Context: an optimization exercise on an open-source flow, tuned for small area, a short achievable clock period and few clock cycles. The choices shown serve that exercise and are no tape-out recipe. RTL that was checked went through simulation tests only; none was proved equivalent to the original. Power is estimated from default activity; no workload was simulated.

== red ==
// psiframe
module psiframe (
  input  wire        clk,
  input  wire        rst,         
  input  wire        cmd_valid,
  input  wire [63:0] cmd,
  output wire        cmd_ready,
  output wire        ev_valid,
  output wire [9:0]  ev,
  input  wire        ev_ready,
  output wire        idle,
  output wire [63:0] st
);
==> flow/config.mk <==
export PLATFORM = sky130hd
export DESIGN_NAME = psiframe
export DESIGN_NICKNAME = psiframe
export VERILOG_FILES = /design/flow/design.v
export SDC_FILE = /design/flow/constraint.sdc
export NUM_CORES = 4
export LEC_CHECK = 0
export CAP_MARGIN = 20
export CORE_MARGIN = 2
export CORE_UTILIZATION = 60
export SETUP_SLACK_MARGIN = 5
export SLEW_MARGIN = 20
==> flow/constraint.sdc <==
create_clock -name core_clock -period 10.0 [get_ports {clk}]
set_input_delay 2.0000 -clock core_clock [delete_from_list [all_inputs] [get_ports {clk}]]
set_output_delay 2.0000 -clock core_clock [all_outputs]
set_load 0.01 [all_outputs]
standard.sh (not shown) runs the stock make flow with config.mk's settings and CLKGATE_MAP_FILE= SYNTH_SCRIPT=/design/flow/synth_recipe.tcl, a recipe that flattens the netlist after the stock synthesis.
==> flow/flow/run.sh <==
#!/bin/bash
set -euo pipefail
bash standard.sh SETUP_SLACK_MARGIN=7.0 "BUFFER_PORTS_ARGS=-buffer_cell sky130_fd_sc_hd__buf_1" finish > flow_make.log 2>&1
Testbench counts of red, summed over its fixed seeds: cycles 110,582.
Changes in blue relative to red:
- CORE_UTILIZATION: 60 -> 65
- CTS_BUF_LIST: unset -> sky130_fd_sc_hd__clkbuf_4 sky130_fd_sc_hd__clkbuf_8
==> flow/flow/run.sh <==
#!/bin/bash
set -euo pipefail
bash standard.sh SETUP_SLACK_MARGIN=6.8 "BUFFER_PORTS_ARGS=-buffer_cell sky130_fd_sc_hd__buf_1" finish > flow_make.log 2>&1
## What came out
- Compared with red, in blue post-CTS resize count now sits lower, total length of routed wires now sits lower, power now sits lower, multi-input gate share of total cell area now sits higher.
- As of blue, total non-filler cell area in the finished layout had fallen by a few percent compared to red.
## Diff of input files: green against blue
- CORE_UTILIZATION changed from 65 to 60
### Flow results
Sort blue and green by first-iteration DRC count, ascending, and green comes first. Setup slack ends up lower on blue. Going from blue to green, share of power burned in registers lost 1.0 points, clock network fraction of total power climbed 1.6 points. Going from blue to green, share of cell area taken by multi-input logic gates lower; HPWL after detailed placement up 370 um.
## Diff of input files: orange against green
==> flow/flow/run.sh <==
#!/bin/bash
set -euo pipefail
bash standard.sh SETUP_SLACK_MARGIN=6.9 "BUFFER_PORTS_ARGS=-buffer_cell sky130_fd_sc_hd__buf_1" finish > flow_make.log 2>&1
==> comparison <==
Power for orange: 0.000023 W down relative to green
orange against green; met3 routed wirelength is up by a few percent.
On orange: non-clock buffer count is 1 higher than what green gave.
Going from green to orange, post-CTS setup buffer count shows an increase of 3; share of cell area taken by multi-input logic gates higher; share of power burned in combinational logic increased 0.6 points; via count of the first global-routing pass rose about 1%; met3 track demand over resource in global routing shrank by 0.23 points.
Compared to green, orange has number of gates on the worst path with buffers counted 5 higher.
The inputs of purple differ from those of orange as listed below.
- a deleted CTS_BUF_LIST that had been sky130_fd_sc_hd__clkbuf_4 sky130_fd_sc_hd__clkbuf_8
==> flow/flow/run.sh <==
#!/bin/bash
set -euo pipefail
bash standard.sh SETUP_SLACK_MARGIN=6.6 finish > flow_make.log 2>&1
==> comparison <==
Higher routed wire length on met2 goes to purple over orange. Delta(post-CTS setup repair buffer count, purple - orange) < 0. Max reported leakage power across purple and orange: purple. | power consumed by the clock network | purple vs orange | about 24% higher |.

========
psiframe, a different RTL version from the one above (not shown whole).
Size in the first run: roughly 1,000 cells after synthesis, roughly 0.0098 mm2 of cells after synthesis.
==> flow/config.mk <==
export PLATFORM = sky130hd
export DESIGN_NAME = psiframe
export DESIGN_NICKNAME = psiframe
export VERILOG_FILES = /design/flow/design.v
export SDC_FILE = /design/flow/constraint.sdc
export NUM_CORES = 4
export LEC_CHECK = 0
export CAP_MARGIN = 20
export CORE_MARGIN = 2
export CORE_UTILIZATION = 60
export SETUP_SLACK_MARGIN = 5
export SLEW_MARGIN = 20
==> flow/constraint.sdc <==
create_clock -name core_clock -period 10.0 [get_ports {clk}]
set_input_delay 2.0000 -clock core_clock [delete_from_list [all_inputs] [get_ports {clk}]]
set_output_delay 2.0000 -clock core_clock [all_outputs]
set_load 0.01 [all_outputs]
==> flow/flow/run.sh <==
#!/bin/bash
set -euo pipefail
bash standard.sh SETUP_SLACK_MARGIN=6.3 finish > flow_make.log 2>&1
The starting point went through all stages and came out clean.
Edit:
==> flow/flow/run.sh (replaced) <==
#!/bin/bash
set -euo pipefail
bash standard.sh SETUP_SLACK_MARGIN=6.5 finish > flow_make.log 2>&1
The changed run finished with timing, DRC and antenna clean. Non-clock buffer count goes up by 8. Routed wire length goes up by 2.4%. Register-to-register slack is worse by 0.03 ns. Total power goes down by 1.6%. Die area stays the same. Core utilization goes up by 1.1 points. Count of clock-buffer cells in the layout goes down by 1. Cell count goes up by 0.58%. Sequential share of layout area goes down by 0.39 points. Clock skew goes up by 0.0038 ns.
Function was not checked in any run of this note: the RTL went through the layout flow alone.

========
run 1:
Another version of the RTL of psiframe (not shown whole).
Size: roughly 170 flip-flops, roughly 150 I/O pins.
Design psiframe, start of the top module:
module psiframe (
  input  wire        clk,
  input  wire        rst,         
  input  wire        cmd_valid,
  input  wire [63:0] cmd,
  output wire        cmd_ready,
  output wire        ev_valid,
  output wire [9:0]  ev,
  input  wire        ev_ready,
  output wire        idle,
  output wire [63:0] st
);
Settings: LEC_CHECK=0, CAP_MARGIN=20, CORE_MARGIN=2, CORE_UTILIZATION=60, SETUP_SLACK_MARGIN=5, SLEW_MARGIN=20; clock period 10.0 ns.
==> flow/flow/run.sh <==
#!/bin/bash
set -euo pipefail
bash standard.sh SETUP_SLACK_MARGIN=6.6 "BUFFER_PORTS_ARGS=-buffer_cell sky130_fd_sc_hd__buf_2" finish > flow_make.log 2>&1
Run 1 completed; timing, DRC and antenna clean
Testbench counts of run 1, summed over its fixed seeds: cycles 110,582.
For run 2, these inputs were changed with respect to run 1:
==> flow/flow/run.sh <==
#!/bin/bash
set -euo pipefail
bash standard.sh SETUP_SLACK_MARGIN=6.6 finish > flow_make.log 2>&1
## What came out
Clock-buffer cell count: run 2 and run 1 compared, higher one is run 1. Of the two values seen for leading cell type in the layout, fill and taps excluded, sky130_fd_sc_hd__nand2_1 was produced by run 2 and sky130_fd_sc_hd__buf_2 by run 1. Run 2 ends up with a total design power that is 26 uW higher than in run 1. Re synthesis-to-layout area growth: run 2 and run 1 aren't equal, and the lower value belongs to run 1. Of the two candidates, run 1 has the better setup slack and run 2 the worse one. Comparing run 2 and run 1, final cycle utilization of the critical path is higher on run 2. Run 1 -> run 2: cell-internal power flat.
Input changes introduced in run 3 (baseline for comparison: run 2):
==> flow/flow/run.sh <==
#!/bin/bash
set -euo pipefail
bash standard.sh SETUP_SLACK_MARGIN=6.6 "BUFFER_PORTS_ARGS=-buffer_cell sky130_fd_sc_hd__buf_1" finish > flow_make.log 2>&1
Results
- Run 2 ended up with more cell instances than run 3 did.
- Run 2 vs run 3, first element of the critical path: cmd[61] vs cmd[62]
- Diff run 3..run 2 | final setup violation count | unchanged
- Looking at global-route usage, run 3 sits 1.2 points lower than run 2 does.
- Final routed wire length divided by cell count down about 4.7% in run 3 wrt run 2
- Re via count: run 3 is 185 down on run 2.

========
psiframe again, from the RTL that the note above started with.
clock: 10.0 ns
lec_check: 0
cap_margin: 20
core_margin: 2
core_utilization: 60
setup_slack_margin: 5
slew_margin: 20
==> flow/flow/run.sh <==
#!/bin/bash
set -euo pipefail
bash standard.sh SETUP_SLACK_MARGIN=6.8 finish > flow_make.log 2>&1
Testbench counts at the start, summed over its fixed seeds: cycles 110,582.
Rerun with:
==> flow/flow/run.sh (replaced) <==
#!/bin/bash
set -euo pipefail
bash standard.sh SETUP_SLACK_MARGIN=6.3 finish > flow_make.log 2>&1
Outcome: The changed run produced a clean layout; sequential share of layout area went up by 1.0 points; sequential cell count stays the same; via count went down by a few percent; area after synthesis stays the same; non-clock buffer count went down by 48; clock skew stays flat; setup slack loses 150 ps.
Rerun with:
==> flow/flow/run.sh (replaced) <==
#!/bin/bash
set -euo pipefail
bash standard.sh SETUP_SLACK_MARGIN=6.8 "BUFFER_PORTS_ARGS=-buffer_cell sky130_fd_sc_hd__buf_1" finish > flow_make.log 2>&1
- CTS_BUF_LIST: not set -> sky130_fd_sc_hd__clkbuf_4 sky130_fd_sc_hd__clkbuf_8
The new run finished with timing, DRC and antenna clean.
Area after synthesis does not change.
Routed wire length went down by about 3%.
Cell area went down by 5.9%.
Power went down by about 9%.
Utilization went down by 4.4 points.
Worst hold slack gets worse by 19 ps.
Flip-flop and latch count does not change.

========
Another version of the RTL of psiframe (not shown whole).
For scale: roughly 160 flip-flops, roughly 150 I/O pins, ~9800 sq um of cells after synthesis.
export LEC_CHECK = 0
export CAP_MARGIN = 20
export CORE_MARGIN = 2
export CORE_UTILIZATION = 40
export SETUP_SLACK_MARGIN = 5
export SLEW_MARGIN = 20
create_clock -name core_clock -period 10.0 [get_ports {clk}]
run.sh (not shown) runs the stock make flow with config.mk's settings and CLKGATE_MAP_FILE= SYNTH_SCRIPT=/design/flow/synth_recipe.tcl, a recipe that flattens the netlist after the stock synthesis.
Stock flow here: none of the scripts above is used.
Then changed:
Settings changed: CORE_UTILIZATION 40 to 60.
After rerunning: The changed run finished with timing, DRC and antenna clean; total power is lower by 1.8%; combinational power is about the same; global-route usage is higher by 8.7 points; via count is higher by 3.2%; synthesized cell count stays the same; final area is lower by 1.7%; worst hold slack degrades by 0.0064 ns; synthesized area does not change; non-clock buffer count is lower by 1.
Function was not checked in any run of this note: the RTL went through the layout flow alone.

========
== the previous run ==
Another version of the RTL of psiframe (not shown whole).
Size: about 10,000 sq um of cells after synthesis.
==> flow/config.mk <==
export PLATFORM = sky130hd
export DESIGN_NAME = psiframe
export DESIGN_NICKNAME = psiframe
export VERILOG_FILES = /design/flow/design.v
export SDC_FILE = /design/flow/constraint.sdc
export NUM_CORES = 4
export LEC_CHECK = 0
export CAP_MARGIN = 20
export CORE_MARGIN = 2
export CORE_UTILIZATION = 60
export SETUP_SLACK_MARGIN = 5
export SLEW_MARGIN = 20
==> flow/constraint.sdc <==
create_clock -name core_clock -period 10.0 [get_ports {clk}]
set_input_delay 2.0000 -clock core_clock [delete_from_list [all_inputs] [get_ports {clk}]]
set_output_delay 2.0000 -clock core_clock [all_outputs]
set_load 0.01 [all_outputs]
standard.sh (not shown) runs the stock make flow with config.mk's settings and CLKGATE_MAP_FILE= SYNTH_SCRIPT=/design/flow/synth_recipe.tcl, a recipe that flattens the netlist after the stock synthesis.
==> flow/flow/run.sh <==
#!/bin/bash
set -euo pipefail
bash standard.sh SETUP_SLACK_MARGIN=6.6 finish > flow_make.log 2>&1
Testbench counts of the previous run, summed over its fixed seeds: cycles 110,582.
Relative to the previous run, the following input files were edited for the current run:
==> flow/run.sh (new file) <==
#!/bin/bash
# synth_recipe.tcl (not shown) runs the flow's synth.tcl, then flattens the netlist and writes it again
# the make line also repeats each setting of config.mk as NAME=value (left out here)
make -C /OpenROAD-flow-scripts/flow DESIGN_CONFIG=/design/flow/config.mk WORK_HOME=/design/flow/orfs CLKGATE_MAP_FILE= SYNTH_SCRIPT=/design/flow/synth_recipe.tcl finish
removed: flow/flow/run.sh
removed: flow/standard.sh
## What came out
Diff the previous run -> the current run: height of the die held; overall global routing resource usage went down 1.3 points. For the current run, the timing startpoint of the critical path was cmd[59], unlike the previous run, where it was cmd[61]. Weighted congestion reported at the end of routability-driven placement of the current run falls short of that of the previous run by a few percent.

========
== lane 4 ==
psiframe again, from the RTL that the note above started with.
Settings: LEC_CHECK=0, CAP_MARGIN=20, CORE_MARGIN=2, CORE_UTILIZATION=60, SETUP_SLACK_MARGIN=5, SLEW_MARGIN=20; clock period 10.0 ns.
==> flow/flow/run.sh <==
#!/bin/bash
set -euo pipefail
bash standard.sh SETUP_SLACK_MARGIN=7.0 finish > flow_make.log 2>&1
Lane 4: flow completed, timing, DRC and antenna clean
Testbench counts of lane 4, summed over its fixed seeds: cycles 110,582.
Here is what was changed in the inputs of lane 2 compared with lane 4.
==> flow/flow/run.sh <==
#!/bin/bash
set -euo pipefail
bash standard.sh SETUP_SLACK_MARGIN=6.3 finish > flow_make.log 2>&1
Results
On setup slack, lane 4 loses to lane 2. Compared with lane 4, lane 2 shows portion of total power attributed to the clock network higher by 0.8 points. Against lane 4, maximum frequency in lane 2 came out better.

[separate check: timing with driven ports]
How much do the figures lean on ideal ports? The routed layouts below were timed once more, with nothing changed but the port constraints.
Step 1: set_driving_cell puts a clkbuf_16 on clk and a buf_2 on each other input, an assumption about the parent block.
Step 2 also shifts input and output timing later by t, the mid clock arrival at the registers, as if the neighbouring blocks saw the same clock.
Slacks: ideal ports / drivers / drivers and shift; pairs: ideal ports / drivers.
run	shift t [ns]	setup slack, ns	worst register clock-pin slew, ns
red	0.467	6.776 / 6.734 / 6.342	0.06 / 0.06
blue	0.490	6.645 / 6.654 / 6.163	0.09 / 0.09
green	0.506	6.697 / 6.660 / 6.299	0.10 / 0.10
orange	0.486	6.647 / 6.650 / 6.164	0.09 / 0.09
purple	0.468	6.627 / 6.588 / 6.200	0.07 / 0.07
the first run of note 2	0.484	6.336 / 6.364 / 5.880	0.07 / 0.07
the second run of note 2	0.466	6.463 / 6.468 / 6.002	0.07 / 0.07
run 1	0.469	6.537 / 6.546 / 6.077	0.07 / 0.07
run 2	0.468	6.496 / 6.507 / 6.039	0.07 / 0.07
run 3	0.475	6.540 / 6.551 / 6.076	0.07 / 0.07
the first run of note 4	0.470	6.481 / 6.494 / 6.024	0.07 / 0.07
the second run of note 4	0.468	6.329 / 6.323 / 5.876	0.07 / 0.07
the third run of note 4	0.495	6.524 / 6.525 / 6.029	0.09 / 0.09
the first run of note 5	0.476	5.204 / 5.157 / 5.292	0.08 / 0.08
the second run of note 5	0.474	5.295 / 5.249 / 5.286	0.07 / 0.07
the previous run	0.465	6.027 / 6.034 / 5.569	0.07 / 0.07
the current run	0.468	5.365 / 5.377 / 4.909	0.07 / 0.07
lane 4	0.469	5.956 / 5.965 / 5.496	0.07 / 0.07
lane 2	0.459	6.080 / 6.086 / 5.627	0.07 / 0.07
After both steps setup and hold are still met in every run listed. For the third run of note 4, which loses most, drivers alone change the setup slack by +0.001 ns; drivers and shift together by -0.495 ns.
